This is an optimization exercise on Yosys and OpenROAD, whose aim is small area, a short achievable clock period and few clock cycles, not a production implementation.
The RTL was checked by simulation tests, not by an equivalence proof against the original design.
Power is estimated from default activity; no workload was simulated.

==> flow/design.v <==
module dbc3_blit (
    input  wire        clk,
    input  wire        rst,
    input  wire        start,
    output wire        ready,
    output reg         done,
    input  wire [23:0] src_addr,
    input  wire [8:0]  blit_x,
    input  wire [8:0]  blit_y,
    input  wire        flip_x,
    input  wire        flip_y,
    input  wire [7:0]  pen,
    input  wire        pen_mode,
    input  wire [9:0]  clip_x,
    input  wire [9:0]  clip_y,
    input  wire [9:0]  clip_width,
    input  wire [9:0]  clip_height,
    input  wire [3:0]  clip_ctrl,
    input  wire [23:0] rom_len,
    output wire [23:0] end_src_addr,
    output wire [8:0]  end_blit_y,
    output reg         anom_oor,
    output reg  [7:0]  anom_unk,
    output wire        rom_req,
    output wire [23:0] rom_addr,
    input  wire        rom_gnt,
    input  wire [7:0]  rom_rdata,
    output wire        pix_valid,
    input  wire        pix_ready,
    output wire [8:0]  pix_x,
    output wire [8:0]  pix_y,
    output wire [7:0]  pix_pen
);
    localparam [2:0] OP_NEXT = 3'd0, OP_LINE = 3'd1, OP_COPY = 3'd2,
                     OP_SKIP = 3'd3, OP_UNUSED = 3'd4, OP_CHGA = 3'd5,
                     OP_CHGP = 3'd6, OP_STOP = 3'd7;
    reg        s_idle, s_init, s_hdr, s_op, s_pix, s_fin, s_fin2;
    reg [23:0] len_r;
    reg        flip_x_r, flip_y_r;
    reg [7:0]  pen_r;
    reg        pen_mode_r;
    reg [9:0]  cx_r, cy_r;        
    reg [9:0]  cr_r, cb_r;        
    reg [3:0]  ctrl_r;
    reg [8:0]  xsm_r;             
    reg [8:0]  x_r;               
    reg [8:0]  y_r;
    reg [2:0]  ps1;               
    reg [3:0]  as1;               
    reg [15:0] cnt;               
    reg        is_copy, first;
    reg        pskip;             
    reg [23:0] fa;                
    reg        req;               
    reg        dv;                
    reg        endf;              
    reg [31:0] sb;
    reg [5:0]  rd;                
    reg [5:0]  bc;                
    reg [1:0]  wslot;             
    reg [5:0]  lim;               
    reg [2:0]  ub;                
    reg        pv_r;
    reg [7:0]  pp_r;
    assign ready        = s_idle;
    assign rom_req      = req & ~atlen;
    assign rom_addr     = fa;
    assign pix_valid    = pv_r;
    assign pix_x        = x_r;
    assign pix_y        = y_r;
    assign pix_pen      = pp_r;
    assign end_src_addr = fa;
    assign end_blit_y   = y_r;
    wire [5:0] rbc = lim - rd;            
    wire       rneg = rbc[5] & (|rbc[4:0]);   
    wire       atlen = (fa == len_r);     
    wire       exh = (endf | atlen) & ~dv;    
    wire       fake = exh & (bc <= 6'd24);    
    wire       wr   = dv | fake;
    wire [5:0] bcw = bc + (wr ? 6'd8 : 6'd0);
    wire [5:0] u   = bcw + (req ? 6'd8 : 6'd0);
    wire [5:0] cA = {2'b0, as1} + 6'd4;   
    wire [5:0] cP = {3'b0, ps1} + 6'd1;   
    wire [5:0] rd3 = rd + 6'd3;
    wire [5:0] rd6 = rd + 6'd6;
    wire [5:0] rd7 = rd + 6'd7;
    wire [5:0] rd8 = rd + 6'd8;
    wire [5:0] rdA = rd + cA;
    wire [5:0] rdP = rd + cP;
    wire [5:0] bc3 = bcw - 6'd3;
    wire [5:0] bc6 = bcw - 6'd6;
    wire [5:0] bc7 = bcw - 6'd7;
    wire [5:0] bc8 = bcw - 6'd8;
    wire [5:0] bcA = bcw - cA;
    wire [5:0] bcP = bcw - cP;
    wire ok3 = bc >= 6'd3;
    wire ok6 = bc >= 6'd6;
    wire ok7 = bc >= 6'd7;
    wire ok8 = bc >= 6'd8;
    wire okA = bc >= cA;
    wire okP = bc >= cP;
    wire rq0 = u <= 6'd24;
    wire rq3 = u <= 6'd27;
    wire rq6 = u <= 6'd30;
    wire rq7 = u <= 6'd31;
    wire rq8 = u <= 6'd32;
    wire rqA = {1'b0, u} <= {1'b0, cA} + 7'd24;
    wire rqP = {1'b0, u} <= {1'b0, cP} + 7'd24;
    wire [63:0] sb2 = {sb, sb};
    wire [31:0] rot = sb2 >> rd[4:0];
    wire [18:0] h   = rot[18:0];          
    wire [2:0]  op   = {h[0], h[1], h[2]};
    wire [7:0]  qfld = {h[0], h[1], h[2], h[3], h[4], h[5], h[6], h[7]};
    wire [7:0]  pval = qfld >> (3'd7 - ps1);
    wire [15:0] tfld = {h[3], h[4], h[5], h[6], h[7], h[8], h[9], h[10],
                        h[11], h[12], h[13], h[14], h[15], h[16], h[17], h[18]};
    wire [15:0] nval = tfld >> (4'd15 - as1);
    wire pv_hold = pv_r & ~pix_ready;
    wire yclip = ({1'b0, y_r} < cy_r) || (y_r > cb_r);
    wire ay = (ctrl_r[2] & ~yclip) | (ctrl_r[3] & yclip);
    reg  ay_r;
    always @(posedge clk) ay_r <= ay;
    wire lskip = ~is_copy & ~ay_r;
    wire       xs_cnt = pskip | (s_pix & ~is_copy);
    wire [8:0] xm     = xs_cnt ? cnt[8:0] : 9'd0;
    wire [9:0] xn2    = {x_r, 1'b1} + {(flip_x_r ? ~xm : xm), flip_x_r ^ s_pix};
    wire [8:0] xn     = xn2[9:1];         
    wire [8:0] xp     = x_r + (flip_x_r ? 9'h1FF : 9'h001);
    wire [8:0] x_pix  = lskip ? xn : xp;
    wire xclip_p = ({1'b0, xp} < cx_r) || (xp > cr_r);
    wire ax_p = (ctrl_r[0] & ~xclip_p) | (ctrl_r[1] & xclip_p);
    wire [7:0] color = (pen_mode_r ? {pval[7:4], pen_r[3:0]} : pval)
                       | {pen_r[7:4], 4'h0};
    wire op_arg  = (op == OP_LINE) | (op == OP_COPY) | (op == OP_SKIP);
    wire op_xy   = (op == OP_NEXT) | (op == OP_SKIP);
    wire need_p  = is_copy | first;
    wire go_op   = s_op & ~(op_xy & pv_hold)
                   & (op_arg ? okA : (op == OP_CHGA) ? ok7 : (op == OP_CHGP) ? ok6 : ok3);
    wire go_hdr  = s_hdr & ok8;
    wire go_pix  = s_pix & ~pv_hold & (~need_p | okP);
    wire k3  = go_op & ((op == OP_NEXT) | (op == OP_UNUSED));
    wire kS  = go_op & (op == OP_STOP);
    wire kA  = go_op & op_arg;
    wire k7  = go_op & (op == OP_CHGA);
    wire k6  = go_op & (op == OP_CHGP);
    wire k8  = go_hdr;
    wire kP  = go_pix & need_p;
    wire k0  = ~(k3 | kS | kA | k7 | k6 | k8 | kP);
    wire [5:0] rd_next = ({6{k3 | kS}} & rd3) | ({6{kA}} & rdA) | ({6{k7}} & rd7)
                       | ({6{k6}} & rd6) | ({6{k8}} & rd8) | ({6{kP}} & rdP)
                       | ({6{k0}} & rd);
    wire room = (k3 & rq3) | (kA & rqA) | (k7 & rq7) | (k6 & rq6) | (k8 & rq8)
              | (kP & rqP) | (k0 & rq0);
    wire [5:0] bc_next = ({6{k3 | kS}} & bc3) | ({6{kA}} & bcA) | ({6{k7}} & bc7)
                       | ({6{k6}} & bc6) | ({6{k8}} & bc8) | ({6{kP}} & bcP)
                       | ({6{k0}} & bcw);
    wire        fdec   = s_fin2;
    wire [3:0]  flo    = fdec ? ({1'b0, fa[2:0]} - {1'b0, ub}) : ({1'b0, fa[2:0]} + 4'd1);
    wire [23:0] fq     = fa ^ {24{fdec}};
    reg  [23:0] ft;
    integer b;
    always @(*) begin
        ft[2:0] = 3'd0;
        ft[3] = flo[3];
        for (b = 4; b < 24; b = b + 1)
            ft[b] = ft[b - 1] & fq[b - 1];
    end
    wire [23:0] fa_n   = {fa[23:3] ^ ft[23:3], flo[2:0]};
    wire [7:0]  wbyte  = dv ? rom_rdata : 8'hFF;
    wire [7:0]  wbits  = {wbyte[0], wbyte[1], wbyte[2], wbyte[3],
                          wbyte[4], wbyte[5], wbyte[6], wbyte[7]};
    wire        fin_go = s_fin2 & ~pv_hold;
    always @(posedge clk) begin
        if (rst) begin
            s_idle <= 1'b1;
            s_init <= 1'b0;
            s_hdr  <= 1'b0;
            s_op   <= 1'b0;
            s_pix  <= 1'b0;
            s_fin  <= 1'b0;
            s_fin2 <= 1'b0;
            done   <= 1'b0;
            req    <= 1'b0;
            dv     <= 1'b0;
            pv_r   <= 1'b0;
        end else begin
            done <= 1'b0;
            dv <= rom_req & rom_gnt;
            if (wr) begin
                case (wslot)
                    2'd0: sb[7:0]   <= wbits;
                    2'd1: sb[15:8]  <= wbits;
                    2'd2: sb[23:16] <= wbits;
                    2'd3: sb[31:24] <= wbits;
                endcase
                wslot <= wslot + 2'd1;
            end
            if (dv) lim <= lim + 6'd8;
            rd <= rd_next;
            bc <= bc_next;
            if (rneg) anom_oor <= 1'b1;
            if ((rom_req & rom_gnt) | fin_go) fa <= fa_n;
            req <= (s_init | s_hdr | s_op | s_pix) & ~kS & ~endf & room;
            if (pv_r & pix_ready) pv_r <= 1'b0;
            if (pskip) x_r <= xn;
            pskip <= 1'b0;
            if (s_idle & start) begin
                s_idle     <= 1'b0;
                s_init     <= 1'b1;
                len_r      <= rom_len;
                flip_x_r   <= flip_x;
                flip_y_r   <= flip_y;
                pen_r      <= pen;
                pen_mode_r <= pen_mode;
                cx_r       <= clip_x;
                cy_r       <= clip_y;
                cr_r       <= clip_width;
                cb_r       <= clip_height;
                ctrl_r     <= clip_ctrl;
                xsm_r      <= flip_x ? blit_x + 9'd1 : blit_x - 9'd1;
                x_r        <= flip_x ? blit_x + 9'd1 : blit_x - 9'd1;
                y_r        <= blit_y;
                fa         <= src_addr;
                endf       <= (src_addr >= rom_len);
                req        <= (src_addr < rom_len);
                rd         <= 6'd0;
                bc         <= 6'd0;
                wslot      <= 2'd0;
                lim        <= 6'd0;
                anom_oor   <= 1'b0;
                anom_unk   <= 8'd0;
                pskip      <= 1'b0;
            end
            if (s_init) begin
                cr_r   <= (({1'b0, cx_r} + {1'b0, cr_r}) > 11'd511)
                          ? 10'd511 : {1'b0, cx_r[8:0] + cr_r[8:0]};
                cb_r   <= (({1'b0, cy_r} + {1'b0, cb_r}) > 11'd511)
                          ? 10'd511 : {1'b0, cy_r[8:0] + cb_r[8:0]};
                s_init <= 1'b0;
                s_hdr  <= 1'b1;
            end
            if (go_hdr) begin
                ps1   <= {h[1], h[2], h[3]};
                as1   <= {h[4], h[5], h[6], h[7]};
                s_hdr <= 1'b0;
                s_op  <= 1'b1;
            end
            if (s_op) begin
                cnt     <= nval;
                is_copy <= (op == OP_COPY);
                first   <= 1'b1;
            end
            if (go_op) begin
                case (op)
                    OP_NEXT: begin
                        y_r <= y_r + (flip_y_r ? 9'h1FF : 9'h001);
                        x_r <= xsm_r;
                    end
                    OP_LINE, OP_COPY: begin
                        s_op    <= 1'b0;
                        s_pix   <= 1'b1;
                    end
                    OP_SKIP: pskip <= 1'b1;
                    OP_UNUSED: if (anom_unk != 8'hFF) anom_unk <= anom_unk + 8'd1;
                    OP_CHGA: as1 <= {h[3], h[4], h[5], h[6]};
                    OP_CHGP: ps1 <= {h[3], h[4], h[5]};
                    OP_STOP: begin
                        s_op  <= 1'b0;
                        s_fin <= 1'b1;
                    end
                endcase
            end
            if (s_pix & need_p & ~pv_hold) pp_r <= color;
            if (go_pix) begin
                pv_r  <= ax_p & ay_r;
                x_r   <= x_pix;
                cnt   <= cnt - 16'd1;
                first <= 1'b0;
                if (cnt == 16'd0 || lskip) begin
                    s_pix <= 1'b0;
                    s_op  <= 1'b1;
                end
            end
            if (s_fin) begin
                ub     <= (anom_oor | rneg) ? 3'd0 : (rbc[5:3] + {2'b0, dv});
                s_fin  <= 1'b0;
                s_fin2 <= 1'b1;
            end
            if (fin_go) begin
                done   <= 1'b1;
                s_fin2 <= 1'b0;
                s_idle <= 1'b1;
            end
        end
    end
endmodule
==> flow/run.sh <==
#!/bin/bash
# synth_recipe.tcl (not shown) runs the flow's synth.tcl, then flattens the netlist and writes it again
# the make line also repeats each setting of config.mk as NAME=value (left out here)
make -C /OpenROAD-flow-scripts/flow DESIGN_CONFIG=/design/flow/config.mk WORK_HOME=/design/flow/orfs CLKGATE_MAP_FILE= SYNTH_SCRIPT=/design/flow/synth_recipe.tcl finish
==> flow/config.mk <==
export PLATFORM = sky130hd
export DESIGN_NAME = dbc3_blit
export DESIGN_NICKNAME = dbc3_blit
export VERILOG_FILES = /design/flow/design.v
export SDC_FILE = /design/flow/constraint.sdc
export NUM_CORES = 4
export LEC_CHECK = 0
export CAP_MARGIN = 20
export CORE_MARGIN = 2
export CORE_UTILIZATION = 40
export PLACE_DENSITY = 0.6
export SETUP_SLACK_MARGIN = 4
export SLEW_MARGIN = 20
export TNS_END_PERCENT = 30
==> flow/constraint.sdc <==
create_clock -name core_clock -period 8.0 [get_ports {clk}]
set_input_delay 1.6000 -clock core_clock [delete_from_list [all_inputs] [get_ports {clk}]]
set_output_delay 1.6000 -clock core_clock [all_outputs]
set_load 0.01 [all_outputs]
==> metrics.csv, run 1 <==
stage,metric,value,unit
run_status,status,timing/DRC/antenna clean,
clock_network,CTS tree,done,
floorplan,count of boundary I/O pins,230,
clock_network,root buffer cell,clkbuf_16,
floorplan,Core ar.,46560,um^2
final_layout,FF/Latch Area,7027,um^2
timing,Slew @ Worst Pin,1.012,ns
flow_run,maxcap violations,0,
global_routing,gr ovfl total,0,
critical_path,R2R Path Start,len_r[2],
synth,Synth area leaders,"edfxtp_1, ha_1, mux4_2, xnor2_1, mux2i_1",
clock_network,cts bufs inserted,30,
synth,commonest register cell after synthesis,edfxtp_1,
critical_path,Critical Path Start,len_r[2],
clock_network,clk buf depth,3,
critical_path,reg2reg setup slack,4.10,ns
detailed_routing,Vias/cell,5.576,
synth,syn nets,2166,
synth,Mapped Area,18850,um^2
detailed_routing,drt first pass iters,5,
timing,RSZ-0062 raised after global routing,yes,
critical_path,worst r2r path cells,18,
pwr,Int Power,3.075,mW
clock_network,deepest level of the CTS H-tree,1,
pwr,Clock power frac,32.1,%
global_routing,initial antenna violation count,0,
synth,Async SR Flop Fraction,0,%
detailed_routing,WL/cell,19.62,um
final_layout,"commonest cells after routing, fill and taps aside","clkdlybuf4s50_1, edfxtp_1, ha_1, nand2_1",
critical_path,Worst setup SP type,flop,
timing,Final Max Tran Viols,0,
final_layout,NumNets Final,2387,
global_routing,vias in the first global route,14910,
clock_network,CTS Sinks,238,
global_routing,largest net degree at the start of global routing,70,
critical_path,Crit path required time,6.40,ns
critical_path,crit-path cells,xnor2_2 -> nand4_1 -> nor4_2 -> nand3_1 -> and2_1 -> clkdlybuf4s15_1,
pwr,Sw Share,32.56,%
detailed_routing,WL final,53.03,mm
timing,Setup WS post-layout,4.053,ns
synth,Post-synth EDFFs,226,
placed_design,DP HPWL,38.11,mm
min_path,WHS Path Cells,1,
detailed_routing,DRC viols,0,
global_routing,GRT Resource Usage Total,20.96,%
detailed_routing,Routed met1 length,23.58,mm
floorplan,die area,48880,um^2
floorplan,chip height,221.1,um
final_layout,fin util,49.98,%
timing,Slew HR,32.55,%
pwr,Leakage,9.050,nW
placed_design,pre-CTS setup slack,3.349,ns
timing,Fin Clk Skew,0.02829,ns
synth,synth unique cells,73,
min_path,Hold Path Origin,ctrl_r[2],
clock_network,hold-fix buffers at CTS,0,
synth,Yosys reg bits,238,
critical_path,crit path max fanout,2,
final_layout,share of layout cells above drive strength 1,12.02,%
final_layout,Ant. Diodes,0,
synth,Synth Instances,1851,
detailed_routing,routed wire length on met3,2.863,mm
pwr,Reg power frac,34.1,%
timing,minimum clock period,3.947,ns
critical_path,critical register-to-register path endpoint,req,
final_layout,# fillers,4257,
global_routing,global-route wire length before repair,82.90,mm
placed_design,GP Congestion,0.9043,
final_layout,Area Growth Syn to Fin,23.45,%
detailed_routing,ANT nets after route,0,
placed_design,IO buf count,229,
min_path,Hold Path Class,reg2reg,
clock_network,Worst-path clk slew,0.06,ns
timing,Fin. Hold Viols,0,
final_layout,area of the multi-input gates,10990,um^2
critical_path,WP data arrival,2.35,ns
timing,final setup vio count,0,
critical_path,WS Path Type,reg2out,
synth,"Warnings, synthesis",1,
pwr,Power Dens Cells,196.0,nW/um^2
final_layout,Finished Layout Cells,2703,
pwr,Peak VDD IR,195.3,uV
pwr,Logic pwr share,33.8,%
detailed_routing,DR vias,15070,
floorplan,Core Rows,79,
critical_path,CP endpoint kind,output port,
timing,Sum Neg Setup Slack,0,ns
critical_path,CP max stage cell,edfxtp_1,
clock_network,Clock Latency Late Sink,0.60,ns
detailed_routing,WL met2,25.21,mm
synth,cell accounting for the most synthesized area,edfxtp_1,
pwr,P_sw,1.485,mW
floorplan,Initial Util,40.49,%
placed_design,placed cells,2589,
critical_path,Crit path largest cell delay,0.42,ns
detailed_routing,Iter 0 DRT Violations,986,
synth,Avg Synthesized Cell Area,10.18,um^2
final_layout,"commonest non-fill, non-tap cell in the layout",clkdlybuf4s50_1,
timing,f_max,253.4,MHz
floorplan,die width,221.1,um
synth,post-synth top area share,36.00,%
min_path,Hold EP,ay_r,
timing,Final Cycle Share,49.33,%
synth,sequential fraction of the synthesis area,37.28,%
detailed_routing,max layer used,met4,
-- synth_stat cells, types with 15 or more instances --
library cell	n
o21ai_0	107
o21ai_1	19
nand2b_1	33
edfxtp_1	226
o21a_1	15
ha_1	170
nand3_1	25
xor2_1	48
buf_4	35
nor2_1	125
a31oi_1	21
nor4_1	15
mux2i_1	57
buf_2	17
and2_1	18
clkbuf_1	53
nand4_1	20
xnor2_1	102
nor3_1	17
o211ai_1	17
a21o_1	44
mux2_2	23
o22a_1	20
inv_1	127
a21oi_1	105
mux4_2	53
nand2_1	131
a211oi_1	20
nor2b_1	29
-- power by group through the flow --
stage | Clock (mW) | Sequential [mW] | Combinational, mW
global placement | 0 | 1.60 | 1.37
global route | 1.55 | 1.56 | 1.71
finish | 1.46 | 1.55 | 1.54
detailed placement | 0 | 1.60 | 1.40
CTS | 1.50 | 1.56 | 1.47
floorplan | 0 | 1.56 | 1.03
-- cells by family after synthesis --
group / count (synthesis) / synth area share (%)
AO/OA/AOI/OAI: 455 / 15.42
AND/OR/NAND/NOR: 445 / 11.28
buffers and inverters: 248 / 5.748
flip-flops: 238 / 37.28
adder cells (fa/ha/maj): 181 / 12.45
XOR/XNOR: 150 / 6.970
multiplexers: 134 / 10.85
-- how the worst max path moves through the flow --
stage / cells after the start / endpoint
floorplan: 6 / fa[0]
global placement: 6 / pen_r[7]
detailed placement: 18 / req
CTS: 18 / req
global route: 18 / req
finish: 6 / rom_req
-- layout make-up --
type                       count  share of cell area (%)
multi-input combinational   1366                   47.22
inverter                     130                   2.146
timing repair inverter         1                 0.02151
clock inverter                21                   1.161
clock buffer                  35                   3.436
tap                          607                   3.264
timing repair buffer         305                   12.55
sequential                   238                   30.20
-- worst max-delay path: cells and delay by family (launching register included) --
family | cells | cell delay (ns)
XOR/XNOR | 1 | 0.22
buffers and inverters | 1 | 0.26
flip-flops | 1 | 0.42
AND/OR/NAND/NOR | 4 | 0.88
-- state kept, by name (all words and copies together), names as in the netlist, 6 cells and up --
signal and count:
sb 32, cr_r 10, pp_r 8, rd 6, x_r 9, pen_r 8
cnt 16, bc 6, cy_r 10, anom_unk 8, fa 24, xsm_r 9
cb_r 10, cx_r 10, y_r 9, len_r 24
-- layer usage --
layer  GRT usage (%)  vias to the layer above
li1                -                     7248
met5               0                        -
met3           3.001                       84
met2           35.70                      462
met4           5.824                        0
met1           27.82                     7279
-- stage by stage --
step | cell area, um^2 | power [mW] | hold slack (ns)
after detailed placement | 21480 | 3.008 | 0.4647
after CTS | 22860 | 4.528 | 0.4803
after floorplan | 18860 | 2.584 | 0.4168
after global placement | 21480 | 2.973 | 0.4677
final | 23270 | 4.560 | 0.4751
after global routing | 23270 | 4.819 | 0.4933
-- what timing repair did --
action	CTS	global route
setup endpoints to repair	43	100
pin swaps	6	3
buffers inserted	28	26
resized for setup	19	36
cloned	1	3
Testbench counts, summed over its fixed seeds: cycles 37,259.
==> inputs of run 2 (changes only) <==
--- a/flow/design.v
+++ b/flow/design.v
@@ -78,7 +78,6 @@
     wire       fake = exh & (bc <= 6'd24);    
     wire       wr   = dv | fake;
     wire [5:0] bcw = bc + (wr ? 6'd8 : 6'd0);
-    wire [5:0] u   = bcw + (req ? 6'd8 : 6'd0);
     wire [5:0] cA = {2'b0, as1} + 6'd4;   
     wire [5:0] cP = {3'b0, ps1} + 6'd1;   
     wire [5:0] rd3 = rd + 6'd3;
@@ -99,13 +98,6 @@
     wire ok8 = bc >= 6'd8;
     wire okA = bc >= cA;
     wire okP = bc >= cP;
-    wire rq0 = u <= 6'd24;
-    wire rq3 = u <= 6'd27;
-    wire rq6 = u <= 6'd30;
-    wire rq7 = u <= 6'd31;
-    wire rq8 = u <= 6'd32;
-    wire rqA = {1'b0, u} <= {1'b0, cA} + 7'd24;
-    wire rqP = {1'b0, u} <= {1'b0, cP} + 7'd24;
     wire [63:0] sb2 = {sb, sb};
     wire [31:0] rot = sb2 >> rd[4:0];
     wire [18:0] h   = rot[18:0];          
@@ -149,11 +141,10 @@
     wire [5:0] rd_next = ({6{k3 | kS}} & rd3) | ({6{kA}} & rdA) | ({6{k7}} & rd7)
                        | ({6{k6}} & rd6) | ({6{k8}} & rd8) | ({6{kP}} & rdP)
                        | ({6{k0}} & rd);
-    wire room = (k3 & rq3) | (kA & rqA) | (k7 & rq7) | (k6 & rq6) | (k8 & rq8)
-              | (kP & rqP) | (k0 & rq0);
     wire [5:0] bc_next = ({6{k3 | kS}} & bc3) | ({6{kA}} & bcA) | ({6{k7}} & bc7)
                        | ({6{k6}} & bc6) | ({6{k8}} & bc8) | ({6{kP}} & bcP)
                        | ({6{k0}} & bcw);
+    wire room = req ? (bc_next <= 6'd16) : (bc_next <= 6'd24);
     wire        fdec   = s_fin2;
     wire [3:0]  flo    = fdec ? ({1'b0, fa[2:0]} - {1'b0, ub}) : ({1'b0, fa[2:0]} + 4'd1);
     wire [23:0] fq     = fa ^ {24{fdec}};
--- a/flow/config.mk
+++ b/flow/config.mk
@@ -11,4 +11,3 @@
 export PLACE_DENSITY = 0.6
 export SETUP_SLACK_MARGIN = 4
 export SLEW_MARGIN = 20
-export TNS_END_PERCENT = 30
==> run 2 against run 1 <==
Compared with the run above: sequential share of layout area fell by 0.52 points; cell area is 1.7% higher; still clean on timing, DRC and antenna; largest cell class unchanged; largest power group is now combinational logic; global-route usage up 0.90 points.
==> metrics.csv, run 2 <==
stage,metric,value,unit
run_status,status,timing/DRC/antenna clean,
synth,Synth area leaders,"edfxtp_1, ha_1, mux4_2, xnor2_1, nand2_1",
synth,sequential fraction of the synthesis area,37.06,%
critical_path,Crit path required time,8.47,ns
critical_path,Crit path largest cell delay,0.49,ns
critical_path,Worst setup SP type,flop,
critical_path,WP data arrival,4.48,ns
timing,f_max,249.6,MHz
final_layout,Top Registers,"sb (32), fa (24), len_r (24)",
final_layout,Finished Cell Area,23670,um^2
clock_network,clk buf depth,3,
synth,syn nets,2185,
final_layout,Finished Layout Cells,2748,
min_path,Hold Path Class,reg2reg,
timing,Fin. Hold Viols,0,
detailed_routing,ANT nets after route,0,
floorplan,Core Rows,79,
critical_path,"Top cell by count, worst path",mux4_2,
clock_network,root buffer cell,clkbuf_16,
critical_path,crit-path cells,buf_12 -> buf_4 -> mux4_2 -> mux2i_1 -> mux4_2 -> nor2_1 -> a221o_1 -> or3_4 -> a2bb2oi_1 -> o221a_1 -> maj3_2 -> o211ai_2 -> nand2_1,
timing,Sum Neg Setup Slack,0,ns
synth,Async SR Flop Fraction,0,%
timing,RSZ-0062 raised after global routing,yes,
critical_path,WS Path Type,reg2reg,
global_routing,gr ovfl total,0,
final_layout,Area Growth Syn to Fin,24.87,%
placed_design,IO buf count,229,
detailed_routing,DR vias,15700,
synth,cell with the most instances after synthesis,edfxtp_1,
timing,Final Cycle Share,50.09,%
timing,hold slack,0.4861,ns
pwr,Power Dens Cells,192.1,nW/um^2
detailed_routing,DRC viols,0,
final_layout,area of the multi-input gates,11200,um^2
clock_network,deepest level of the CTS H-tree,1,
floorplan,Core ar.,46650,um^2
timing,Final Max Tran Viols,0,
synth,"Warnings, synthesis",1,
timing,Fin Clk Skew,0.02242,ns
final_layout,share of layout cells above drive strength 1,13.93,%
placed_design,placed cells,2615,
final_layout,fin util,50.74,%
floorplan,count of boundary I/O pins,230,
critical_path,crit path max fanout,12,
synth,Mapped Area,18960,um^2
synth,post-synth top area share,35.80,%
critical_path,CP max stage cell,mux4_2,
timing,final setup vio count,0,
pwr,Peak VDD IR,146.3,uV
global_routing,global-route wire length before repair,86.60,mm
flow_run,maxcap violations,0,
synth,cell accounting for the most synthesized area,edfxtp_1,
final_layout,NumNets Final,2422,
placed_design,pre-CTS setup slack,2.476,ns
global_routing,largest net degree at the start of global routing,62,
detailed_routing,Vias/cell,5.714,
clock_network,Worst-path clk slew,0.06,ns
synth,synth unique cells,78,
detailed_routing,WL/cell,20.03,um
placed_design,GP Congestion,0.9283,
clock_network,cts bufs inserted,30,
synth,Synth Instances,1880,
synth,Post-synth EDFFs,226,
synth,Avg Synthesized Cell Area,10.08,um^2
final_layout,Biggest register,sb,
timing,Setup WS post-layout,3.993,ns
final_layout,# fillers,4258,
critical_path,CP endpoint kind,flop,
pwr,Pwr Total,4.549,mW
clock_network,CTS Sinks,238,
final_layout,"commonest cells after routing, fill and taps aside","edfxtp_1, clkdlybuf4s50_1, ha_1, nand2_1, nor2_1",
floorplan,Initial Util,40.64,%
detailed_routing,drt first pass iters,18,
final_layout,max reg flops,32,
pwr,Leakage,9.204,nW
global_routing,GRT Resource Usage Total,21.85,%
placed_design,Post-DP Area,21580,um^2
detailed_routing,WL final,55.05,mm
clock_network,Clock Latency Late Sink,0.60,ns
placed_design,DP HPWL,39.54,mm
final_layout,FF/Latch Area,7027,um^2
global_routing,initial antenna violation count,0,
synth,commonest register cell after synthesis,edfxtp_1,
timing,minimum clock period,4.007,ns
synth,commonest cells in the netlist,"edfxtp_1, ha_1, nand2_1, nor2_1, inv_1",
timing,Slew HR,43.89,%
timing,Slew @ Worst Pin,0.8416,ns
synth,Yosys reg bits,238,
floorplan,die width,221.7,um
floorplan,die area,49150,um^2
global_routing,vias in the first global route,15540,
floorplan,chip height,221.7,um
clock_network,CTS tree,done,
detailed_routing,Iter 0 DRT Violations,1345,
==> run 2: changes by cell type after synthesis, moves of 9 or more <==
cell	delta
ha_1	-10
mux2i_1	-14
o21ai_1	-18
nand2_1	+26
nor4_1	-9
a21o_1	-13
nor2_1	+22
clkbuf_1	+15
mux4_2	+10
buf_2	-13
==> run 2: cell families after synthesis <==
group	count (synthesis)	synth area share, %
adder cells (fa/ha/maj)	172	11.78
multiplexers	133	11.42
XOR/XNOR	140	6.468
flip-flops	238	37.06
buffers and inverters	255	5.927
AND/OR/NAND/NOR	492	12.06
AO/OA/AOI/OAI	450	15.29
==> run 2: critical path, delay by kind of cell, from the launching register on <==
kind / cells / cell delay, ns
simple gates: 3 / 0.61
compound gates: 4 / 0.98
fa+ha+maj: 1 / 0.32
flops: 1 / 0.41
mux: 3 / 1.28
buf+inv: 2 / 0.30
==> run 2: report_power, final <==
| part | leakage, nW | internal [mW] | total (mW) | switching [mW] |
|---|---|---|---|---|
| clock network | 0.497 | 0.853 | 1.41 | 0.558 |
| logic | 6.45 | 0.738 | 1.57 | 0.837 |
| registers | 2.26 | 1.47 | 1.56 | 0.0959 |
==> run 2: final timing paths <==
kind | start | end | slack [ns] | cells after the start
max | rd[1] | req | 3.99 | 13
min | ctrl_r[2] | ay_r | 0.49 | 1
min reg2reg | ctrl_r[2] | ay_r | 0.49 | 1
max reg2reg | rd[1] | req | 3.99 | 13
==> run 2: layer usage <==
metal  part of all wire, %  track usage (%)  vias to the layer above
met5                     0                0                        -
met4                   2.4            6.125                        0
met3                   6.7            2.571                       97
met2                    48            37.24                      643
met1                    43            29.35                     7594
li1                      -                -                     7368
==> run 2: cell type report <==
type | count | area share (%)
multi-input cells | 1388 | 47.30
flip-flops and latches | 238 | 29.68
repair buffers | 325 | 13.37
clock buffers | 41 | 3.515
well taps | 607 | 3.208
inverters | 134 | 2.130
clock inverters | 14 | 0.7822
diodes | 1 | 0.01057
==> run 2: repair_timing <==
action                                  CTS  global route
setup buffers                            43            29
endpoints found under the setup margin  108            26
cloned                                    4             1
gates resized for setup                  47            42
hold buffers                              0             0
pin swaps                                 5             9
Testbench counts of run 2, summed over its fixed seeds: cycles 37,259.
==> inputs of run 3 (changes only) <==
--- a/flow/design.v
+++ b/flow/design.v
@@ -86,18 +86,21 @@
     wire [5:0] rd8 = rd + 6'd8;
     wire [5:0] rdA = rd + cA;
     wire [5:0] rdP = rd + cP;
+    wire [5:0] rd2 = rd + {cP[4:0], 1'b0};
     wire [5:0] bc3 = bcw - 6'd3;
     wire [5:0] bc6 = bcw - 6'd6;
     wire [5:0] bc7 = bcw - 6'd7;
     wire [5:0] bc8 = bcw - 6'd8;
     wire [5:0] bcA = bcw - cA;
     wire [5:0] bcP = bcw - cP;
+    wire [5:0] bc2 = bcw - {cP[4:0], 1'b0};
     wire ok3 = bc >= 6'd3;
     wire ok6 = bc >= 6'd6;
     wire ok7 = bc >= 6'd7;
     wire ok8 = bc >= 6'd8;
     wire okA = bc >= cA;
     wire okP = bc >= cP;
+    wire ok2 = bc >= {cP[4:0], 1'b0};
     wire [63:0] sb2 = {sb, sb};
     wire [31:0] rot = sb2 >> rd[4:0];
     wire [18:0] h   = rot[18:0];          
@@ -118,9 +121,14 @@
     wire [9:0] xn2    = {x_r, 1'b1} + {(flip_x_r ? ~xm : xm), flip_x_r ^ s_pix};
     wire [8:0] xn     = xn2[9:1];         
     wire [8:0] xp     = x_r + (flip_x_r ? 9'h1FF : 9'h001);
-    wire [8:0] x_pix  = lskip ? xn : xp;
+    wire [8:0] xp2    = {x_r[8:1] + (flip_x_r ? 8'hFF : 8'h01), x_r[0]};
     wire xclip_p = ({1'b0, xp} < cx_r) || (xp > cr_r);
     wire ax_p = (ctrl_r[0] & ~xclip_p) | (ctrl_r[1] & xclip_p);
+    wire [9:0] xent   = flip_x_r ? cr_r : cx_r;
+    wire rej2 = ~ay_r | (~ax_p & ((ctrl_r[1:0] == 2'b00)
+                                  | ((ctrl_r[1:0] == 2'b01) & ({1'b0, xp2} != xent))));
+    wire dbl  = rej2 & (cnt != 16'd0) & (is_copy ? ok2 : ~first);
+    wire [8:0] x_pix  = lskip ? xn : dbl ? xp2 : xp;
     wire [7:0] color = (pen_mode_r ? {pval[7:4], pen_r[3:0]} : pval)
                        | {pen_r[7:4], 4'h0};
     wire op_arg  = (op == OP_LINE) | (op == OP_COPY) | (op == OP_SKIP);
@@ -136,13 +144,16 @@
     wire k7  = go_op & (op == OP_CHGA);
     wire k6  = go_op & (op == OP_CHGP);
     wire k8  = go_hdr;
-    wire kP  = go_pix & need_p;
-    wire k0  = ~(k3 | kS | kA | k7 | k6 | k8 | kP);
+    wire k2  = go_pix & is_copy & dbl;
+    wire kP  = go_pix & need_p & ~k2;
+    wire k0  = ~(k3 | kS | kA | k7 | k6 | k8 | kP | k2);
     wire [5:0] rd_next = ({6{k3 | kS}} & rd3) | ({6{kA}} & rdA) | ({6{k7}} & rd7)
                        | ({6{k6}} & rd6) | ({6{k8}} & rd8) | ({6{kP}} & rdP)
+                       | ({6{k2}} & rd2)
                        | ({6{k0}} & rd);
     wire [5:0] bc_next = ({6{k3 | kS}} & bc3) | ({6{kA}} & bcA) | ({6{k7}} & bc7)
                        | ({6{k6}} & bc6) | ({6{k8}} & bc8) | ({6{kP}} & bcP)
+                       | ({6{k2}} & bc2)
                        | ({6{k0}} & bcw);
     wire room = req ? (bc_next <= 6'd16) : (bc_next <= 6'd24);
     wire        fdec   = s_fin2;
@@ -265,9 +276,9 @@
             if (go_pix) begin
                 pv_r  <= ax_p & ay_r;
                 x_r   <= x_pix;
-                cnt   <= cnt - 16'd1;
+                cnt   <= {cnt[15:1] - {14'd0, dbl | ~cnt[0]}, cnt[0] ^ ~dbl};
                 first <= 1'b0;
-                if (cnt == 16'd0 || lskip) begin
+                if (cnt == 16'd0 || (dbl && cnt == 16'd1) || lskip) begin
                     s_pix <= 1'b0;
                     s_op  <= 1'b1;
                 end
==> run 3 against run 2 <==
Compared with the run above: sequential power about the same; clock-buffer cell count shrank 4; critical path type unchanged; hold slack worse by 0.020 ns; clock power rose by 3%; cell area up 7.4%; utilization up 0.27 points; still clean; cell count increased by 7.4%; synthesized area is 6.2% higher; sequential share of layout area fell by 2.1 points; highest routed layer unchanged; maximum frequency shrank 18%.
==> metrics.csv, run 3 <==
stage,metric,value,unit
run_status,status,timing/DRC/antenna clean,
final_layout,# fillers,4520,
global_routing,largest net degree at the start of global routing,72,
clock_network,clk buf depth,3,
global_routing,vias in the first global route,16780,
final_layout,fin util,51.01,%
synth,Yosys reg bits,238,
detailed_routing,ANT nets after route,0,
placed_design,GP Congestion,0.9417,
floorplan,Initial Util,40.36,%
placed_design,DP HPWL,44.09,mm
synth,cell accounting for the most synthesized area,edfxtp_1,
final_layout,"commonest cells after routing, fill and taps aside","clkdlybuf4s50_1, edfxtp_1, ha_1, nand2_1, nor2_1",
pwr,Int Power,3.244,mW
final_layout,area of the multi-input gates,12590,um^2
floorplan,Core ar.,49860,um^2
clock_network,cts bufs inserted,30,
synth,post-synth top area share,33.72,%
timing,RSZ-0062 raised after global routing,yes,
timing,f_max,203.5,MHz
synth,cell with the most instances after synthesis,edfxtp_1,
pwr,Leakage,9.924,nW
pwr,P_sw,1.708,mW
critical_path,crit path max fanout,6,
synth,commonest cells in the netlist,"edfxtp_1, ha_1, nand2_1, nor2_1, inv_1",
final_layout,Area Growth Syn to Fin,26.38,%
final_layout,Top Registers,"sb (32), fa (24), len_r (24)",
synth,Async SR Flop Fraction,0,%
synth,Synth Instances,2000,
floorplan,Core Rows,82,
timing,Fin. Hold Viols,0,
timing,Slew HR,39.75,%
detailed_routing,Iter 0 DRT Violations,1140,
pwr,Logic pwr share,38.9,%
pwr,Clock power frac,29.2,%
final_layout,FF/Latch Area,7027,um^2
synth,synth unique cells,94,
critical_path,Crit path required time,8.31,ns
detailed_routing,WL final,62.06,mm
pwr,Sw Share,34.49,%
global_routing,global-route wire length before repair,95.63,mm
clock_network,root buffer cell,clkbuf_16,
clock_network,Clock Latency Late Sink,0.58,ns
floorplan,die width,228.3,um
final_layout,"commonest non-fill, non-tap cell in the layout",clkdlybuf4s50_1,
clock_network,deepest level of the CTS H-tree,1,
synth,"Warnings, synthesis",1,
clock_network,hold-fix buffers at CTS,0,
placed_design,IO buf count,229,
flow_run,maxcap violations,0,
pwr,Peak VDD IR,158.3,uV
critical_path,WP data arrival,5.22,ns
synth,commonest register cell after synthesis,edfxtp_1,
critical_path,WS Path Type,reg2reg,
clock_network,CTS Sinks,238,
floorplan,die area,52130,um^2
final_layout,max reg flops,32,
detailed_routing,DR vias,16720,
final_layout,NumNets Final,2573,
timing,Final Cycle Share,61.42,%
global_routing,GRT Resource Usage Total,23.03,%
timing,Fin Clk Skew,0.01758,ns
timing,Final Max Tran Viols,0,
synth,syn nets,2320,
global_routing,gr ovfl total,0,
pwr,Reg power frac,31.8,%
final_layout,Biggest register,sb,
detailed_routing,Vias/cell,5.669,
critical_path,Worst setup SP type,flop,
clock_network,Worst-path clk slew,0.07,ns
pwr,Power Dens Cells,194.7,nW/um^2
critical_path,CP endpoint kind,flop,
floorplan,count of boundary I/O pins,230,
floorplan,chip height,228.3,um
min_path,Hold Path Class,reg2reg,
global_routing,initial antenna violation count,1,
timing,final setup vio count,0,
timing,minimum clock period,4.913,ns
timing,Sum Neg Setup Slack,0,ns
detailed_routing,WL/cell,21.04,um
final_layout,share of layout cells above drive strength 1,16.78,%
timing,Slew @ Worst Pin,0.9038,ns
detailed_routing,DRC viols,0,
synth,Synth area leaders,"edfxtp_1, ha_1, mux4_2, xnor2_1, mux2i_1",
synth,Avg Synthesized Cell Area,10.06,um^2
synth,Mapped Area,20130,um^2
synth,sequential fraction of the synthesis area,34.91,%
detailed_routing,drt first pass iters,5,
clock_network,CTS tree,done,
synth,Post-synth EDFFs,226,
[run 3: changes by cell type in the layout (fill, tap and decap cells not counted), sizes merged, moves of 9 or more]
cell	previous run	this run
a211oi	22	31
a21o	31	56
a21oi	108	130
buf	93	117
ha	160	172
mux2i	44	70
nor4	7	17
xnor2	97	113
[run 3: path summary, 6_finish.rpt]
path / from / to / slack (ns) / cells past startpoint
max: flip_x_r / cnt[11] / 3.09 / 22
min: s_fin / s_fin / 0.47 / 1
max reg2reg: flip_x_r / cnt[11] / 3.09 / 22
min reg2reg: s_fin / s_fin / 0.47 / 1
[run 3: cell type report]
type	count	area share, %
multi-input cells	1499	49.48
clock buffers	37	3.138
flip-flops and latches	238	27.62
inverters	136	2.036
diodes	1	0.009838
well taps	672	3.305
clock inverters	19	0.9936
repair buffers	348	13.41
[run 3: critical path, cell delays in order (launching register included)]
cell	delay (ns)
edfxtp_1	0.48
buf_12	0.19
ha_2	0.38
a21oi_2	0.08
buf_4	0.13
xnor2_1	0.43
ha_1	0.36
a41o_1	0.23
o31a_1	0.10
o2111ai_1	0.24
a221oi_2	0.12
a31oi_1	0.23
o211ai_1	0.15
buf_6	0.15
ha_4	0.14
inv_2	0.05
ha_4	0.14
ha_4	0.13
nand2_2	0.04
or2_4	0.24
or4_4	0.42
xor2_1	0.15
o21ai_1	0.07
[run 3: logic make-up after synthesis]
kind of cell | synth area share (%)
compound gates | 16.85
xor+xnor | 7.242
fa+ha+maj | 12.09
buf+inv | 5.862
flops | 34.91
mux | 11.26
simple gates | 11.79
[run 3: layer usage]
layer	part of all wire, %	up-vias	track usage [%]
met5	0	-	0
met4	3.5	0	7.986
met3	5.3	132	3.206
met2	49	583	39.44
met1	42	8105	29.83
li1	-	7904	-
[run 3: stage by stage]
step	std cells	setup WS (ns)	instance area, um^2	power [mW]	hold WS (ns)
final	2950	3.087	25440	4.952	0.4657
after global placement	2792	2.433	22840	3.225	0.4446
after global routing	2950	2.922	25440	5.199	0.4902
after detailed placement	2792	2.334	22850	3.252	0.4533
after floorplan	2000	3.122	20250	2.766	0.4157
after CTS	2920	3.127	24960	4.875	0.4667
[run 3: power groups by stage]
stage                     combinational [mW]  clock, mW  sequential (mW)
after detailed placement                1.63          0             1.62
final                                   1.93       1.45             1.58
after global placement                  1.61          0             1.62
after global routing                    2.09       1.52             1.58
after floorplan                         1.20          0             1.56
after CTS                               1.83       1.47             1.57
[run 3: repair_timing]
action                                  CTS  global route
pin swaps                                55            27
setup buffers                            68            28
cloned                                    4             1
endpoints found under the setup margin   65            59
hold endpoints to repair                  0             0
gates resized for setup                 106            52
Testbench counts of run 3, summed over its fixed seeds: cycles 34,838.
==> inputs of run 4 (changes only) <==
--- a/flow/design.v
+++ b/flow/design.v
@@ -78,6 +78,7 @@
     wire       fake = exh & (bc <= 6'd24);    
     wire       wr   = dv | fake;
     wire [5:0] bcw = bc + (wr ? 6'd8 : 6'd0);
+    wire [5:0] u   = bcw + (req ? 6'd8 : 6'd0);
     wire [5:0] cA = {2'b0, as1} + 6'd4;   
     wire [5:0] cP = {3'b0, ps1} + 6'd1;   
     wire [5:0] rd3 = rd + 6'd3;
@@ -86,21 +87,25 @@
     wire [5:0] rd8 = rd + 6'd8;
     wire [5:0] rdA = rd + cA;
     wire [5:0] rdP = rd + cP;
-    wire [5:0] rd2 = rd + {cP[4:0], 1'b0};
     wire [5:0] bc3 = bcw - 6'd3;
     wire [5:0] bc6 = bcw - 6'd6;
     wire [5:0] bc7 = bcw - 6'd7;
     wire [5:0] bc8 = bcw - 6'd8;
     wire [5:0] bcA = bcw - cA;
     wire [5:0] bcP = bcw - cP;
-    wire [5:0] bc2 = bcw - {cP[4:0], 1'b0};
     wire ok3 = bc >= 6'd3;
     wire ok6 = bc >= 6'd6;
     wire ok7 = bc >= 6'd7;
     wire ok8 = bc >= 6'd8;
     wire okA = bc >= cA;
     wire okP = bc >= cP;
-    wire ok2 = bc >= {cP[4:0], 1'b0};
+    wire rq0 = u <= 6'd24;
+    wire rq3 = u <= 6'd27;
+    wire rq6 = u <= 6'd30;
+    wire rq7 = u <= 6'd31;
+    wire rq8 = u <= 6'd32;
+    wire rqA = {1'b0, u} <= {1'b0, cA} + 7'd24;
+    wire rqP = {1'b0, u} <= {1'b0, cP} + 7'd24;
     wire [63:0] sb2 = {sb, sb};
     wire [31:0] rot = sb2 >> rd[4:0];
     wire [18:0] h   = rot[18:0];          
@@ -121,14 +126,9 @@
     wire [9:0] xn2    = {x_r, 1'b1} + {(flip_x_r ? ~xm : xm), flip_x_r ^ s_pix};
     wire [8:0] xn     = xn2[9:1];         
     wire [8:0] xp     = x_r + (flip_x_r ? 9'h1FF : 9'h001);
-    wire [8:0] xp2    = {x_r[8:1] + (flip_x_r ? 8'hFF : 8'h01), x_r[0]};
+    wire [8:0] x_pix  = lskip ? xn : xp;
     wire xclip_p = ({1'b0, xp} < cx_r) || (xp > cr_r);
     wire ax_p = (ctrl_r[0] & ~xclip_p) | (ctrl_r[1] & xclip_p);
-    wire [9:0] xent   = flip_x_r ? cr_r : cx_r;
-    wire rej2 = ~ay_r | (~ax_p & ((ctrl_r[1:0] == 2'b00)
-                                  | ((ctrl_r[1:0] == 2'b01) & ({1'b0, xp2} != xent))));
-    wire dbl  = rej2 & (cnt != 16'd0) & (is_copy ? ok2 : ~first);
-    wire [8:0] x_pix  = lskip ? xn : dbl ? xp2 : xp;
     wire [7:0] color = (pen_mode_r ? {pval[7:4], pen_r[3:0]} : pval)
                        | {pen_r[7:4], 4'h0};
     wire op_arg  = (op == OP_LINE) | (op == OP_COPY) | (op == OP_SKIP);
@@ -144,18 +144,16 @@
     wire k7  = go_op & (op == OP_CHGA);
     wire k6  = go_op & (op == OP_CHGP);
     wire k8  = go_hdr;
-    wire k2  = go_pix & is_copy & dbl;
-    wire kP  = go_pix & need_p & ~k2;
-    wire k0  = ~(k3 | kS | kA | k7 | k6 | k8 | kP | k2);
+    wire kP  = go_pix & need_p;
+    wire k0  = ~(k3 | kS | kA | k7 | k6 | k8 | kP);
     wire [5:0] rd_next = ({6{k3 | kS}} & rd3) | ({6{kA}} & rdA) | ({6{k7}} & rd7)
                        | ({6{k6}} & rd6) | ({6{k8}} & rd8) | ({6{kP}} & rdP)
-                       | ({6{k2}} & rd2)
                        | ({6{k0}} & rd);
+    wire room = (k3 & rq3) | (kA & rqA) | (k7 & rq7) | (k6 & rq6) | (k8 & rq8)
+              | (kP & rqP) | (k0 & rq0);
     wire [5:0] bc_next = ({6{k3 | kS}} & bc3) | ({6{kA}} & bcA) | ({6{k7}} & bc7)
                        | ({6{k6}} & bc6) | ({6{k8}} & bc8) | ({6{kP}} & bcP)
-                       | ({6{k2}} & bc2)
                        | ({6{k0}} & bcw);
-    wire room = req ? (bc_next <= 6'd16) : (bc_next <= 6'd24);
     wire        fdec   = s_fin2;
     wire [3:0]  flo    = fdec ? ({1'b0, fa[2:0]} - {1'b0, ub}) : ({1'b0, fa[2:0]} + 4'd1);
     wire [23:0] fq     = fa ^ {24{fdec}};
@@ -276,9 +274,9 @@
             if (go_pix) begin
                 pv_r  <= ax_p & ay_r;
                 x_r   <= x_pix;
-                cnt   <= {cnt[15:1] - {14'd0, dbl | ~cnt[0]}, cnt[0] ^ ~dbl};
+                cnt   <= cnt - 16'd1;
                 first <= 1'b0;
-                if (cnt == 16'd0 || (dbl && cnt == 16'd1) || lskip) begin
+                if (cnt == 16'd0 || lskip) begin
                     s_pix <= 1'b0;
                     s_op  <= 1'b1;
                 end
==> flow/flow/run.sh (new file) <==
#!/bin/bash
# Layout: the standard flow (standard.sh, which runs ORFS from synthesis
# to the final layout), unchanged except that the port buffers are
# sky130_fd_sc_hd__buf_1 cells instead of the larger delay buffer that
# buffer_ports picks by default. Every port still gets its buffer.
# ORFS writes each step's full output to its own log under orfs/logs/;
# make's own output goes to standard.log.
set -euo pipefail
export BUFFER_PORTS_ARGS="-buffer_cell sky130_fd_sc_hd__buf_1"
bash standard.sh > standard.log 2>&1
==> flow/standard.sh (new file) <==
#!/bin/bash
# synth_recipe.tcl (not shown) runs the flow's synth.tcl, then flattens the netlist and writes it again
# the make line also repeats each setting of config.mk as NAME=value (left out here)
make -C /OpenROAD-flow-scripts/flow DESIGN_CONFIG=/design/flow/config.mk WORK_HOME=/design/flow/orfs CLKGATE_MAP_FILE= SYNTH_SCRIPT=/design/flow/synth_recipe.tcl "${@:-finish}"
removed: flow/run.sh
==> run 4 against run 3 <==
Compared with the run above: critical endpoint is now req; register-to-register slack improved by 0.98 ns; largest power group is now registers; combinational power fell by 24%; global-route usage is 2.2 points lower; power shrank 10%; utilization down 3.9 points; clock skew increased by 0.0042 ns; die area decreased by 6.2%; clock-buffer cell count down 2; still clean on timing, DRC and antenna; critical path depth is 4 lower; non-clock buffer count down 27; sequential share of layout area grew 4.4 points.
==> metrics.csv, run 4 <==
stage,metric,value,unit
run_status,status,timing/DRC/antenna clean,
synth,Avg Synthesized Cell Area,10.18,um^2
pwr,Sw Share,33.14,%
flow_run,maxcap violations,0,
clock_network,root buffer cell,clkbuf_16,
synth,Synth area leaders,"edfxtp_1, ha_1, mux4_2, xnor2_1, mux2i_1",
global_routing,vias in the first global route,15000,
pwr,Reg power frac,35.2,%
synth,Async SR Flop Fraction,0,%
min_path,Hold Path Class,reg2reg,
timing,Fin Clk Skew,0.02175,ns
synth,sequential fraction of the synthesis area,37.28,%
pwr,Clock power frac,31.9,%
placed_design,GP Congestion,0.9120,
clock_network,CTS tree,done,
critical_path,WS Path Type,reg2reg,
global_routing,gr ovfl total,0,
floorplan,die area,48880,um^2
critical_path,Crit path largest cell delay,0.41,ns
timing,Slew @ Worst Pin,1.027,ns
pwr,Int Power,2.965,mW
clock_network,hold-fix buffers at CTS,0,
critical_path,CP max stage cell,edfxtp_1,
critical_path,"delay-heaviest family, CP",adder cells,
global_routing,GRT Resource Usage Total,20.81,%
global_routing,initial antenna violation count,3,
synth,Mapped Area,18850,um^2
timing,RSZ-0062 raised after global routing,yes,
synth,post-synth top area share,36.00,%
pwr,P_sw,1.469,mW
synth,Synth Instances,1851,
floorplan,Core Rows,79,
synth,commonest cells in the netlist,"edfxtp_1, ha_1, nand2_1, inv_1, nor2_1",
clock_network,cts bufs inserted,30,
final_layout,# fillers,4325,
detailed_routing,Iter 0 DRT Violations,938,
final_layout,"commonest cells after routing, fill and taps aside","buf_1, edfxtp_1, ha_1, nand2_1",
timing,Final Max Tran Viols,0,
timing,Slew HR,31.54,%
global_routing,largest net degree at the start of global routing,68,
synth,synth unique cells,73,
pwr,Leakage,8.500,nW
timing,Final Cycle Share,49.11,%
critical_path,Crit path required time,8.47,ns
final_layout,share of layout cells above drive strength 1,12.36,%
clock_network,CTS Sinks,238,
critical_path,crit path max fanout,11,
pwr,Peak VDD IR,178.7,uV
critical_path,Worst setup SP type,flop,
clock_network,Clock Latency Late Sink,0.58,ns
placed_design,IO buf count,229,
detailed_routing,drt first pass iters,5,
final_layout,Top Registers,"sb (32), fa (24), len_r (24)",
clock_network,deepest level of the CTS H-tree,1,
synth,cell accounting for the most synthesized area,edfxtp_1,
synth,Post-synth EDFFs,226,
floorplan,count of boundary I/O pins,230,
final_layout,max reg flops,32,
floorplan,chip height,221.1,um
timing,Sum Neg Setup Slack,0,ns
detailed_routing,Vias/cell,5.572,
timing,minimum clock period,3.929,ns
critical_path,CP Buf/Inv Count,1,
detailed_routing,ANT nets after route,0,
critical_path,CP endpoint kind,flop,
critical_path,WP data arrival,4.40,ns
global_routing,global-route wire length before repair,82.71,mm
final_layout,Area Growth Syn to Fin,16.47,%
synth,commonest register cell after synthesis,edfxtp_1,
detailed_routing,WL final,52.68,mm
synth,Yosys reg bits,238,
synth,"Warnings, synthesis",1,
timing,f_max,254.5,MHz
detailed_routing,DR vias,15160,
clock_network,clk buf depth,3,
detailed_routing,WL/cell,19.37,um
detailed_routing,DRC viols,0,
pwr,Logic pwr share,32.9,%
final_layout,Biggest register,sb,
final_layout,NumNets Final,2402,
timing,hold slack,0.4760,ns
timing,final setup vio count,0,
timing,Fin. Hold Viols,0,
clock_network,Worst-path clk slew,0.07,ns
floorplan,die width,221.1,um
final_layout,"commonest non-fill, non-tap cell in the layout",buf_1,
synth,syn nets,2166,
final_layout,Finished Layout Cells,2720,
synth,cell with the most instances after synthesis,edfxtp_1,
floorplan,Initial Util,40.49,%
pwr,Power Dens Cells,202.0,nW/um^2
critical_path,crit-path cells,xnor2_2 -> nand4_1 -> nor4_1 -> nand3_1 -> nand2b_1 -> a21oi_1 -> inv_1 -> ha_4 -> ha_1 -> ha_4 -> xor2_4 -> ha_1 -> and4_1 -> a31oi_1 -> o21ai_0 -> a211oi_1 -> o21ai_0 -> a22o_1,
floorplan,Core ar.,46560,um^2
placed_design,DP HPWL,38.48,mm
placed_design,placed cells,2590,
## run 4: cell types whose count changed in the layout (fill, tap and decap cells not counted), sizes merged, moves of 9 or more
cell,change
a211oi,-11
a21o,-12
nor2,-16
inv,-10
buf,+200
a21oi,-24
mux2i,-12
clkdlybuf4s50,-228
nand2,-21
o21ai,+9
xnor2,-11
## run 4: path summary, 6_finish.rpt
| kind | startpoint | end | slack (ns) | depth (start not counted) |
|---|---|---|---|---|
| worst max-delay path | len_r[0] | req | 4.07 | 18 |
| worst min-delay path | ctrl_r[3] | ay_r | 0.48 | 1 |
| worst max register to register | len_r[0] | req | 4.07 | 18 |
| worst min register to register | ctrl_r[3] | ay_r | 0.48 | 1 |
## run 4: final cells by class
class	instances	area (um^2)	area share, %
inverter	130	506.7	2.308
multi-input combinational	1365	10980	49.99
antenna	2	5.005	0.02280
timing repair inverter	1	5.005	0.02280
sequential	238	7027	32.01
tap	607	759.5	3.459
timing repair buffer	321	1654	7.534
clock inverter	21	251.5	1.146
clock buffer	35	769.5	3.505
## run 4: worst reg2reg max path, cell delays in order (launching register included)
cell      delay [ns]
edfxtp_1        0.41
xnor2_2         0.25
nand4_1         0.14
nor4_1          0.29
nand3_1         0.19
nand2b_1        0.13
a21oi_1         0.10
inv_1           0.12
ha_4            0.25
ha_1            0.23
ha_4            0.19
xor2_4          0.20
ha_1            0.34
and4_1          0.19
a31oi_1         0.18
o21ai_0         0.14
a211oi_1        0.19
o21ai_0         0.11
a22o_1          0.19
## run 4: cells by family (layout without fill, tap and decap cells)
family                   after synthesis  in the layout  share of synthesized area [%]
buffers and inverters                248            508                          5.748
AO/OA/AOI/OAI                        455            455                          15.42
adder cells (fa/ha/maj)              181            181                          12.45
flip-flops                           238            238                          37.28
other                                  0              2                              0
XOR/XNOR                             150            150                          6.970
AND/OR/NAND/NOR                      445            445                          11.28
multiplexers                         134            134                          10.85
## run 4: power groups by stage
stage	clock network (mW)	logic, mW	registers (mW)
floorplan	0	1.03	1.56
detailed placement	0	1.32	1.60
finish	1.42	1.46	1.56
global placement	0	1.30	1.60
CTS	1.46	1.37	1.57
global route	1.50	1.62	1.57
## run 4: timing repair
action | 4_1_cts | 5_1_grt
setup buffers | 12 | 56
setup endpoints to repair | 41 | 53
cloned | 1 | 3
gates resized for setup | 10 | 39
pin swaps | 0 | 7
## run 4: per-layer routing
layer	wire, um	up-vias	GRT usage, %	part of all wire [%]
met5	27	-	0	0.051
met4	1638	4	6.517	3.1
met3	2523	95	2.961	4.8
met2	24690	456	34.34	47
met1	23800	7336	28.25	45
li1	-	7264	-	-
## run 4: through the flow
step	area [um^2]	power (mW)	util [%]	setup WS, ns
global placement	20040	2.896	43.05	3.605
global route	21950	4.692	47.15	3.805
floorplan	18870	2.584	-	4.055
CTS	21240	4.391	45.63	3.806
finish	21950	4.434	47.16	4.071
detailed placement	20070	2.927	43.11	3.494
Testbench counts of run 4, summed over its fixed seeds: cycles 37,259.
==> inputs of run 5 (changes only) <==
--- a/flow/config.mk
+++ b/flow/config.mk
@@ -11,3 +11,4 @@
 export PLACE_DENSITY = 0.6
 export SETUP_SLACK_MARGIN = 4
 export SLEW_MARGIN = 20
+export TNS_END_PERCENT = 30
==> run 5 against run 4 <==
Compared with the run above: first-iteration DRC count fell by 2.2%; clock power fell by 3%; synthesized cell count did not move; combinational power barely moved; hold slack improved by 0.012 ns; die area did not move; sequential power barely moved; utilization fell by 0.26 points; clock skew fell by 0.012 ns; sequential share of layout area rose by 0.19 points; power fell by 0.58%; register-to-register slack got worse by 0.03 ns; critical path type unchanged; critical endpoint unchanged; largest cell class unchanged; highest routed layer is now met4.
==> metrics.csv, run 5 <==
stage,metric,value,unit
run_status,status,timing/DRC/antenna clean,
final_layout,"commonest non-fill, non-tap cell in the layout",buf_1,
timing,f_max,252.5,MHz
placed_design,GP Congestion,0.8858,
synth,Synth Instances,1851,
timing,Final Cycle Share,49.51,%
synth,cell accounting for the most synthesized area,edfxtp_1,
timing,RSZ-0062 raised after global routing,yes,
final_layout,max reg flops,32,
synth,Async SR Flop Fraction,0,%
timing,Final Max Tran Viols,0,
synth,commonest cells in the netlist,"edfxtp_1, ha_1, nand2_1, inv_1, nor2_1",
final_layout,Area Growth Syn to Fin,15.82,%
min_path,Hold Path Origin,ctrl_r[3],
flow_run,maxcap violations,0,
timing,minimum clock period,3.961,ns
final_layout,Finished Layout Cells,2706,
synth,syn nets,2166,
critical_path,Crit path required time,8.48,ns
critical_path,WS Path Type,reg2reg,
detailed_routing,Iter 0 DRT Violations,917,
synth,Avg Synthesized Cell Area,10.18,um^2
critical_path,WP data arrival,4.44,ns
timing,Slew HR,40.51,%
final_layout,Top Registers,"sb (32), fa (24), len_r (24)",
final_layout,Biggest register,sb,
global_routing,vias in the first global route,14570,
synth,"Warnings, synthesis",1,
global_routing,global-route wire length before repair,81.12,mm
clock_network,Clock Latency Late Sink,0.59,ns
clock_network,CTS Sinks,238,
synth,largest family of logic cells by synthesized area,compound AO/OA/AOI/OAI gates,
timing,Setup WS post-layout,4.039,ns
placed_design,Post-DP Area,20060,um^2
floorplan,count of boundary I/O pins,230,
pwr,Power Dens Cells,201.9,nW/um^2
synth,Post-synth EDFFs,226,
detailed_routing,WL final,51.80,mm
floorplan,die width,221.1,um
pwr,Peak VDD IR,167.3,uV
detailed_routing,drt first pass iters,7,
final_layout,Finished Cell Area,21830,um^2
detailed_routing,WL/cell,19.14,um
synth,Synth Area in Compound Gates,15.42,%
global_routing,GRT Resource Usage Total,20.42,%
floorplan,chip height,221.1,um
placed_design,DP HPWL,37.63,mm
synth,sequential fraction of the synthesis area,37.28,%
final_layout,"commonest cells after routing, fill and taps aside","buf_1, edfxtp_1, ha_1, nand2_1, nor2_1",
timing,Fin Clk Skew,0.009943,ns
clock_network,cts bufs inserted,29,
synth,Post-Synth XOR/XNOR Area,6.970,%
synth,Yosys reg bits,238,
global_routing,initial antenna violation count,0,
global_routing,largest net degree at the start of global routing,69,
synth,synth unique cells,73,
min_path,Hold Path Class,reg2reg,
detailed_routing,DR vias,15060,
critical_path,Critical Path Start,fa[0],
clock_network,clk buf depth,3,
global_routing,gr ovfl total,0,
detailed_routing,DRC viols,0,
floorplan,Initial Util,40.49,%
clock_network,CTS tree,done,
detailed_routing,ANT nets after route,0,
final_layout,NumNets Final,2391,
placed_design,placed cells,2592,
final_layout,Ant. Diodes,0,
clock_network,root buffer cell,clkbuf_16,
critical_path,Worst setup SP type,flop,
synth,Mapped Area,18850,um^2
synth,Synth area leaders,"edfxtp_1, ha_1, mux4_2, xnor2_1, mux2i_1",
placed_design,IO buf count,229,
pwr,Leakage,8.391,nW
critical_path,R2R Path Start,fa[0],
timing,Fin. Hold Viols,0,
final_layout,share of layout cells above drive strength 1,12.05,%
synth,Adder-Cell Fraction of Synth Area,12.45,%
floorplan,Core ar.,46560,um^2
timing,Slew @ Worst Pin,0.8884,ns
placed_design,pre-CTS setup slack,3.116,ns
synth,cell with the most instances after synthesis,edfxtp_1,
clock_network,deepest level of the CTS H-tree,1,
synth,commonest register cell after synthesis,edfxtp_1,
critical_path,crit path max fanout,7,
critical_path,CP endpoint kind,flop,
timing,final setup vio count,0,
timing,hold slack,0.4883,ns
detailed_routing,Vias/cell,5.566,
timing,Sum Neg Setup Slack,0,ns
clock_network,Worst-path clk slew,0.06,ns
synth,mux contribution to synthesized area,10.85,%
floorplan,die area,48880,um^2
synth,post-synth top area share,36.00,%
synth,simple logic cell fraction of the synthesized area,11.28,%
floorplan,Core Rows,79,
[run 5: worst max-delay path: stages, from the launching register on]
cell	delay [ns]
edfxtp_1	0.43
xnor2_2	0.26
nand4_1	0.20
nor4_2	0.27
nand3_1	0.15
nand2b_1	0.16
a21oi_4	0.09
inv_2	0.10
ha_4	0.23
ha_2	0.19
ha_4	0.18
xor2_4	0.27
ha_4	0.25
and4_1	0.18
a31oi_1	0.18
o21ai_1	0.14
a211oi_1	0.26
o21ai_1	0.10
a22o_1	0.20
[run 5: worst paths after layout]
| path | endpoint | slack [ns] | cells past startpoint |
|---|---|---|---|
| setup / recovery | req | 4.04 | 18 |
| hold / removal | ay_r | 0.49 | 1 |
| setup reg to reg | req | 4.04 | 18 |
| hold reg to reg | ay_r | 0.49 | 1 |
[run 5: power breakdown]
| part | total (mW) | leakage [nW] | switching [mW] | internal (mW) |
|---|---|---|---|---|
| clock network | 1.38 | 0.477 | 0.566 | 0.818 |
| logic | 1.47 | 5.66 | 0.813 | 0.657 |
| registers | 1.56 | 2.25 | 0.0895 | 1.47 |
[run 5: cell type report]
type	instances	area [um^2]
Clock buffer	35	768.2
Timing Repair inverter	1	5.005
Tap cell	607	759.5
Inverter	130	499.2
Timing Repair Buffer	309	1543
Sequential cell	238	7028
Clock inverter	19	229.0
Multi-Input combinational cell	1367	11000
Fill cell	4348	24730
[run 5: timing repair]
action                                  in CTS  in global routing
gates resized for setup                     13                 39
pin swaps                                    1                 12
endpoints found under the setup margin      89                 79
hold buffers                                 0                  0
cloned                                       2                  3
hold endpoints to repair                     0                  0
setup buffers                               18                 37
[run 5: per-stage QoR]
stage                     power (mW)  util, %
after floorplan                2.584        -
after global placement         2.892    43.09
after detailed placement       2.924    43.09
after CTS                      4.357    45.72
after global routing           4.662    46.89
final                          4.408    46.89
[run 5: cell families (layout without fill, tap and decap cells)]
group                    Yosys count  count (layout)
multiplexers                     134             135
AO/OA/AOI/OAI                    455             455
adder cells (fa/ha/maj)          181             181
flip-flops                       238             238
AND/OR/NAND/NOR                  445             446
XOR/XNOR                         150             150
buffers and inverters            248             494
[run 5: per-layer routing]
| layer | GRT usage (%) | vias to the layer above | wire length [um] |
|---|---|---|---|
| met3 | 2.762 | 69 | 2487 |
| li1 | - | 7259 | - |
| met1 | 28.34 | 7326 | 23630 |
| met5 | 0 | - | 0 |
| met2 | 33.74 | 407 | 24470 |
| met4 | 5.066 | 0 | 1221 |

==> what the ideal ports hide <==
The results above use ideal ports. As a check the final layouts listed here were re-extracted and re-timed, cells and wires unchanged. Step 1 assumes that a clkbuf_16 drives the clock port and a buf_2 every other input. Step 2 also shifts input and output timing later by t, the mid clock arrival at the registers, as if the neighbouring blocks saw the same clock. Three values: ideal, step 1, step 2; two values: the first two.
run	t (ns)	setup slack, ns	worst hold slack (ns)
run 1	0.637	4.053 / 4.000 / 3.547	0.475 / 0.475 / 0.475
run 2	0.645	3.993 / 3.993 / 3.428	0.486 / 0.486 / 0.486
run 3	0.629	3.087 / 3.087 / 3.087	0.466 / 0.466 / 0.466
run 4	0.631	4.071 / 4.071 / 3.823	0.476 / 0.476 / 0.476
run 5	0.644	4.039 / 4.039 / 3.463	0.488 / 0.488 / 0.488
After both steps setup and hold are still met in every run listed. For run 5, which loses most, drivers alone change the setup slack by 0.000 ns; drivers and shift together by -0.576 ns.
